This design comes from an exercise in tuning for small area, a short achievable clock period and few clock cycles on the open sky130 flow, not from production work.
Where RTL was checked, it was by simulation tests only, not by an equivalence proof against the original.
No activity file was given, so power comes from the tool's default toggle rates.

==> flow/design.v (excerpt) <==
module sram_march (
    input  wire        clk,
    input  wire        rst,             
    input  wire [16:0] cfg_size,
    input  wire [7:0]  cfg_sections,
    input  wire [6:0]  cfg_overlap,
    input  wire        cfg_intraword,
    input  wire        step_valid,
    output reg         step_ready,
    output reg         sram_req,
    output reg         sram_we,
    output reg  [15:0] sram_addr,
    output reg  [7:0]  sram_wdata,
    input  wire        sram_gnt,
    input  wire        sram_rvalid,
    input  wire [7:0]  sram_rdata,
    output reg         done,
    output reg         done_bad,
    output reg  [7:0]  cursor,
    output reg         sram_fault
);
Size: ~84 I/O pins, ~10000 um2 of cells after synthesis.
==> flow/config.mk <==
export PLATFORM = sky130hd
export DESIGN_NAME = sram_march
export DESIGN_NICKNAME = sram_march
export VERILOG_FILES = /design/flow/design.v
export SDC_FILE = /design/flow/constraint.sdc
export NUM_CORES = 4
export LEC_CHECK = 0
export CAP_MARGIN = 20
export CORE_MARGIN = 2
export CORE_UTILIZATION = 70
export CTS_BUF_LIST = sky130_fd_sc_hd__clkbuf_4 sky130_fd_sc_hd__clkbuf_8
export CTS_CLUSTER_SIZE = 30
export PLACE_DENSITY = 0.75
export SLEW_MARGIN = 20
==> flow/constraint.sdc <==
create_clock -name core_clock -period 42.0 [get_ports {clk}]
set_input_delay 8.4000 -clock core_clock [delete_from_list [all_inputs] [get_ports {clk}]]
set_output_delay 8.4000 -clock core_clock [all_outputs]
set_load 0.01 [all_outputs]
standard.sh (not shown) runs the stock make flow with config.mk's settings and CLKGATE_MAP_FILE= SYNTH_SCRIPT=/design/flow/synth_recipe.tcl, a recipe that flattens the netlist after the stock synthesis.
==> flow/flow/run.sh <==
#!/bin/bash
# The standard layout (standard.sh), with two changes: the ports are
# buffered with buf_2 cells, and timing repair aims for 32 ns of setup slack
# at the design's clock. standard.sh's full output goes to standard.log here.
set -euo pipefail
export BUFFER_PORTS_ARGS="-buffer_cell sky130_fd_sc_hd__buf_2"
export SETUP_SLACK_MARGIN=32.0
bash standard.sh > standard.log 2>&1
Change:
--- a/flow/design.v
+++ b/flow/design.v
@@ -32,18 +32,19 @@
                      P_M3      = 3'd3,
                      P_M4      = 3'd4,
                      P_IW      = 3'd5,
                      P_RESTORE = 3'd6,
                      P_FIN     = 3'd7;    
     reg  [2:0]  state;
     reg  [2:0]  phase;
     reg  [3:0]  u;           
     reg  [15:0] J;           
+    reg  [15:0] base;        
     reg  [16:0] endx;        
     reg  [15:0] B;
     reg  [14:0] O;           
     reg         iw;          
     reg         rnz;         
     reg         lastn;       
     reg         fl;          
     reg         bad;
     reg  [1:0]  occ;         
@@ -89,19 +90,19 @@
             3'd4: expv = 8'h33;
             3'd5: expv = 8'hCC;
             3'd6: expv = 8'hF0;
             default: expv = 8'h0F;
         endcase
     end
     wire        bad_nx = bad | (sram_rvalid & tag[3] & (sram_rdata != expv));
     wire [16:0] a_id    = rinc(sram_addr, phase == P_M3);   
     wire        at_end  = (a_id == endx);
-    wire        at_base = (sram_addr == J);
+    wire        at_base = (sram_addr == base);
     wire        sec0    = (cursor == 8'd0);
     reg  [2:0]  n_phase;
     reg  [3:0]  n_u;
     reg  [1:0]  n_asel;      
     reg         n_azero;     
     reg         n_jswap;     
     reg         n_we;
     reg         n_copy;      
     reg  [7:0]  n_wd;
@@ -144,19 +145,19 @@
                     n_asel = 2'd3; n_jswap = 1'b1;
                 end else begin
                     n_phase = P_M1; n_asel = 2'd2; n_we = 1'b1;
                 end
             end
             P_M1: begin
                 if (!at_end) begin
                     n_asel = 2'd1; n_we = 1'b1;
                 end else begin
-                    n_phase = P_M2; n_asel = 2'd3;
+                    n_phase = P_M2; n_asel = 2'd2;
                 end
             end
             P_M2: begin
                 if (!u[0]) begin
                     n_u = 4'd1; n_we = 1'b1; n_wd = 8'hFF;
                 end else if (!at_end) begin
                     n_asel = 2'd1;
                 end else begin
                     n_phase = P_M3;
@@ -169,19 +170,19 @@
                     n_asel = 2'd1;
                 end else begin
                     n_phase = P_M4;
                 end
             end
             P_M4: begin
                 if (!at_end) begin
                     n_asel = 2'd1;
                 end else if (iw) begin
-                    n_phase = P_IW; n_asel = 2'd3; n_we = 1'b1; n_wd = 8'h55;
+                    n_phase = P_IW; n_asel = 2'd2; n_we = 1'b1; n_wd = 8'h55;
                 end else if (!sec0) begin
                     n_phase = P_RESTORE; n_azero = 1'b1;
                 end else begin
                     n_phase = P_FIN;
                 end
             end
             P_IW: begin
                 if (!u[0]) begin
                     n_u = {u[3:1], 1'b1};
@@ -235,27 +236,25 @@
     wire       go_n = sram_rvalid ? nx1 : nx0;      
     wire       go_c = sram_rvalid ? cu1 : cu0;      
     wire       step_end = run & pend & (phase == P_FIN) &
                           (sram_rvalid ? (occ == 2'd1) : (occ == 2'd0));
     wire [16:0] p_dec = rinc({9'd0, O[6:0]}, 1'b1);
     reg  [16:0] g_y;
     reg         g_c;
     always @* begin
         case (state)
-            S_RUN:   begin g_y = ~{1'b0, sram_addr}; g_c = 1'b0; end  
             S_DIV:   begin g_y = ~{9'd0, J[7:0]}; g_c = 1'b1; end    
             S_MUL:   begin g_y = msub ? ~17'd100 : {1'b0, B}; g_c = msub; end
             S_SET1:  begin g_y = ~{2'd0, O};      g_c = 1'b1; end    
             default: begin g_y = {1'b0, B};       g_c = 1'b0; end    
         endcase
     end
-    wire [16:0] g_x  = (state == S_RUN) ? {1'b0, J} : endx;
-    wire [17:0] g_s  = radd(g_x, g_y, g_c);
+    wire [17:0] g_s  = radd(endx, g_y, g_c);
     wire        g_ge = g_s[17];                  
     wire [16:0] cur_inc = rinc({8'd0, cursor}, 1'b0);
     reg         is_nm1;      
     wire        wrap    = (is_nm1 & ~rnz) | lastn;
     always @(posedge clk) begin
         begin
             done   <= 1'b0;
             bad    <= bad_nx;
             is_nm1 <= (cur_inc[7:0] == cfg_sections);
@@ -306,31 +305,32 @@
                         state <= S_IDLE;
                     end
                 end
                 S_IDLE: begin
                     if (!step_ready || step_valid)
                         state <= S_SET1;
                 end
                 S_SET1: begin
                     if (sec0) begin
-                        sram_addr <= 16'd0;
-                        endx      <= {2'd0, O};
+                        base <= 16'd0;
+                        endx <= {2'd0, O};
                     end else if (cursor == 8'd1) begin
-                        sram_addr <= endx[15:0];
-                        endx      <= g_s[16:0];
+                        base <= endx[15:0];
+                        endx <= g_s[16:0];
                     end else begin
-                        sram_addr <= g_s[15:0];
+                        base <= g_s[15:0];
                     end
                     state <= S_SET2;
                 end
                 S_SET2: begin
                     if (lastn) endx <= cfg_size;
                     else       endx <= g_s[16:0];
+                    sram_addr <= base;
                     J         <= 16'd0;
                     sram_req  <= 1'b1;
                     bad       <= 1'b0;
                     u         <= 4'd0;
                     fl        <= 1'b0;
                     if (sec0) begin
                         phase      <= P_M1;
                         sram_we    <= 1'b1;
                         sram_wdata <= 8'h00;
@@ -365,23 +365,23 @@
                 u       <= n_u;
                 sram_we <= n_we;
                 if (n_we && !n_copy)
                     sram_wdata <= n_wd;
                 if (n_azero)
                     sram_addr <= 16'd0;
                 else case (n_asel)
                     2'd0: sram_addr <= sram_addr;
                     2'd1: sram_addr <= a_id[15:0];
-                    2'd2: sram_addr <= g_s[15:0];
+                    2'd2: sram_addr <= base;
                     default: sram_addr <= J;
                 endcase
-                if (n_asel == 2'd2) J <= g_s[15:0];
-                else if (n_jswap)   J <= a_id[15:0];
+                if (n_azero)      J <= base;
+                else if (n_jswap) J <= a_id[15:0];
                 sram_req <= go_n & (n_phase != P_FIN);
                 pend     <= ~go_n | (n_phase == P_FIN);
             end
             if (rst) begin
                 state      <= S_LOAD;
                 cursor     <= 8'd0;
                 lastn      <= 1'b0;
                 done       <= 1'b0;
                 sram_fault <= 1'b0;
What happened: First-iteration DRC count came out lower by 11%; wire length came out lower by 11%; clock-buffer cell count came out lower by 4; cell count came out lower by 9.9%; worst setup slack is better by 15 ps; clock skew came out higher by 3.4 ps; die area came out lower by 5.3%; sequential share of layout area came out higher by 6.2 points; total power came out lower by 37%; combinational power came out lower by 61%.
Testbench counts after the change, summed over its fixed seeds: cycles 375,356.
For the first run of this note, only the layout was checked, not whether the RTL still works.


old:
Another version of the RTL of sram_march (not shown whole).
Size in the first run: ~1,100 cells after synthesis, ~140 flip-flops.
Design sram_march, start of the top module:
module sram_march (
    input  wire        clk,
    input  wire        rst,             
    input  wire [16:0] cfg_size,
    input  wire [7:0]  cfg_sections,
    input  wire [6:0]  cfg_overlap,
    input  wire        cfg_intraword,
    input  wire        step_valid,
    output reg         step_ready,
    output reg         sram_req,
    output reg         sram_we,
    output reg  [15:0] sram_addr,
    output reg  [7:0]  sram_wdata,
    input  wire        sram_gnt,
    input  wire        sram_rvalid,
    input  wire [7:0]  sram_rdata,
    output reg         done,
    output reg         done_bad,
    output reg  [7:0]  cursor,
    output reg         sram_fault
);
clock: 42.0 ns
lec_check: 0
cap_margin: 20
core_margin: 2
core_utilization: 40
place_density: 0.6
slew_margin: 20
==> flow/flow/run.sh <==
#!/bin/bash
# Standard layout, with faster port buffers. Each tool's output goes to a log
# of its own here.
set -euo pipefail
export BUFFER_PORTS_ARGS="-buffer_cell sky130_fd_sc_hd__buf_2"
export SETUP_SLACK_MARGIN=32.3
bash standard.sh > standard.log 2>&1
Testbench counts of old, summed over its fixed seeds: cycles 375,356.
Here is what was changed in the inputs of new compared with old.
--- a/flow/design.v
+++ b/flow/design.v
@@ -57,36 +57,24 @@
         input        ci;
         integer i;
         reg c;
         begin
             c = ci;
             for (i = 0; i < 17; i = i + 1) begin
                 radd[i] = a[i] ^ b[i] ^ c;
                 c = (a[i] & b[i]) | (c & (a[i] ^ b[i]));
             end
             radd[17] = c;
         end
     endfunction
-    function [17:0] csadd;
-        input [16:0] a;
-        input [16:0] b;
-        input        ci;
-        reg [17:0] lo, h0, h1;
-        begin
-            lo = radd({8'd0, a[8:0]}, {8'd0, b[8:0]}, ci);
-            h0 = radd({9'd0, a[16:9]}, {9'd0, b[16:9]}, 1'b0);
-            h1 = radd({9'd0, a[16:9]}, {9'd0, b[16:9]}, 1'b1);
-            csadd = {lo[9] ? h1[8:0] : h0[8:0], lo[8:0]};
-        end
-    endfunction
     function [16:0] rinc;
         input [15:0] a;
         input        dn;
         integer i;
         reg c;
         begin
             c = 1'b1;
             for (i = 0; i < 16; i = i + 1) begin
                 rinc[i] = a[i] ^ c;
                 c = c & (a[i] ^ dn);
             end
             rinc[16] = c;
@@ -251,33 +239,34 @@
                           (sram_rvalid ? (occ == 2'd1) : (occ == 2'd0));
     wire [16:0] p_dec = rinc({9'd0, O[6:0]}, 1'b1);
     reg  [16:0] g_y;
     reg         g_c;
     always @* begin
         case (state)
             S_DIV:   begin g_y = ~{9'd0, J[7:0]}; g_c = 1'b1; end    
             S_MUL:   begin g_y = msub ? ~17'd100 : {1'b0, B}; g_c = msub; end
             S_SET1:  begin g_y = ~{2'd0, O};      g_c = 1'b1; end    
             default: begin g_y = {1'b0, B};       g_c = 1'b0; end    
         endcase
     end
-    wire [17:0] g_s  = csadd(endx, g_y, g_c);
+    wire [17:0] g_s  = radd(endx, g_y, g_c);
     wire        g_ge = g_s[17];                  
     wire [16:0] cur_inc = rinc({8'd0, cursor}, 1'b0);
-    wire        is_nm1  = (cur_inc[7:0] == cfg_sections);    
+    reg         is_nm1;      
     wire        wrap    = (is_nm1 & ~rnz) | lastn;
     always @(posedge clk) begin
         begin
-            done <= 1'b0;
-            bad  <= bad_nx;
+            done   <= 1'b0;
+            bad    <= bad_nx;
+            is_nm1 <= (cur_inc[7:0] == cfg_sections);
             occ  <= occ + {1'b0, acc & ~sram_we} - {1'b0, sram_rvalid};
             if (step_ready && step_valid)
                 step_ready <= 1'b0;
             if (sram_rvalid && !tag[3])
                 sram_wdata <= sram_rdata;
             if (acc && !sram_we)
                 tag <= tag_of(phase, u);
             case (state)
                 S_LOAD: begin
                     endx      <= cfg_size;
                     J         <= {8'd0, cfg_sections};
                     O         <= {8'd0, cfg_overlap};
[summary]
- Changes observed in new relative to old: share of the cycle needed by the critical path after routing ~0 delta, number of nets in the finished design -about 3.6%, power share of the clock group +2.6 points, global-route total usage across every layer -0.77 points, worst hold slack +0.0033 ns.
Testbench counts of new, summed over its fixed seeds: cycles 375,356.

-- what the ideal ports hide --
In the flow no input, the clock included, has a driving cell. The finished layouts below were timed again as built, in two steps.
Step 1 sets driving cells, clkbuf_16 on the clock port and buf_2 on the other inputs (assumed; they add their load-dependent delay and slew).
Step 2 times the ports against the registers' clock, not the clock port: input delays grow and output delays shrink by t, the midpoint of the rising clock arrivals with the driver on.
Slacks: ideal / step 1 / step 2; pairs: ideal / step 1.
run | t (ns) | slack for setup (ns) | worst setup path at the end
the first run of note 1 | 0.500 | 32.065 / 32.024 / 31.653 | input to register
the second run of note 1 | 0.513 | 32.080 / 32.041 / 31.612 | input to register
old | 0.475 | 32.255 / 32.247 / 31.772 | input to register
new | 0.476 | 32.199 / 32.201 / 31.725 | input to register
After both steps setup and hold are still met in every run listed. The setup slack of old, which loses most, moves by -0.008 ns with the drivers and by -0.483 ns with both steps.
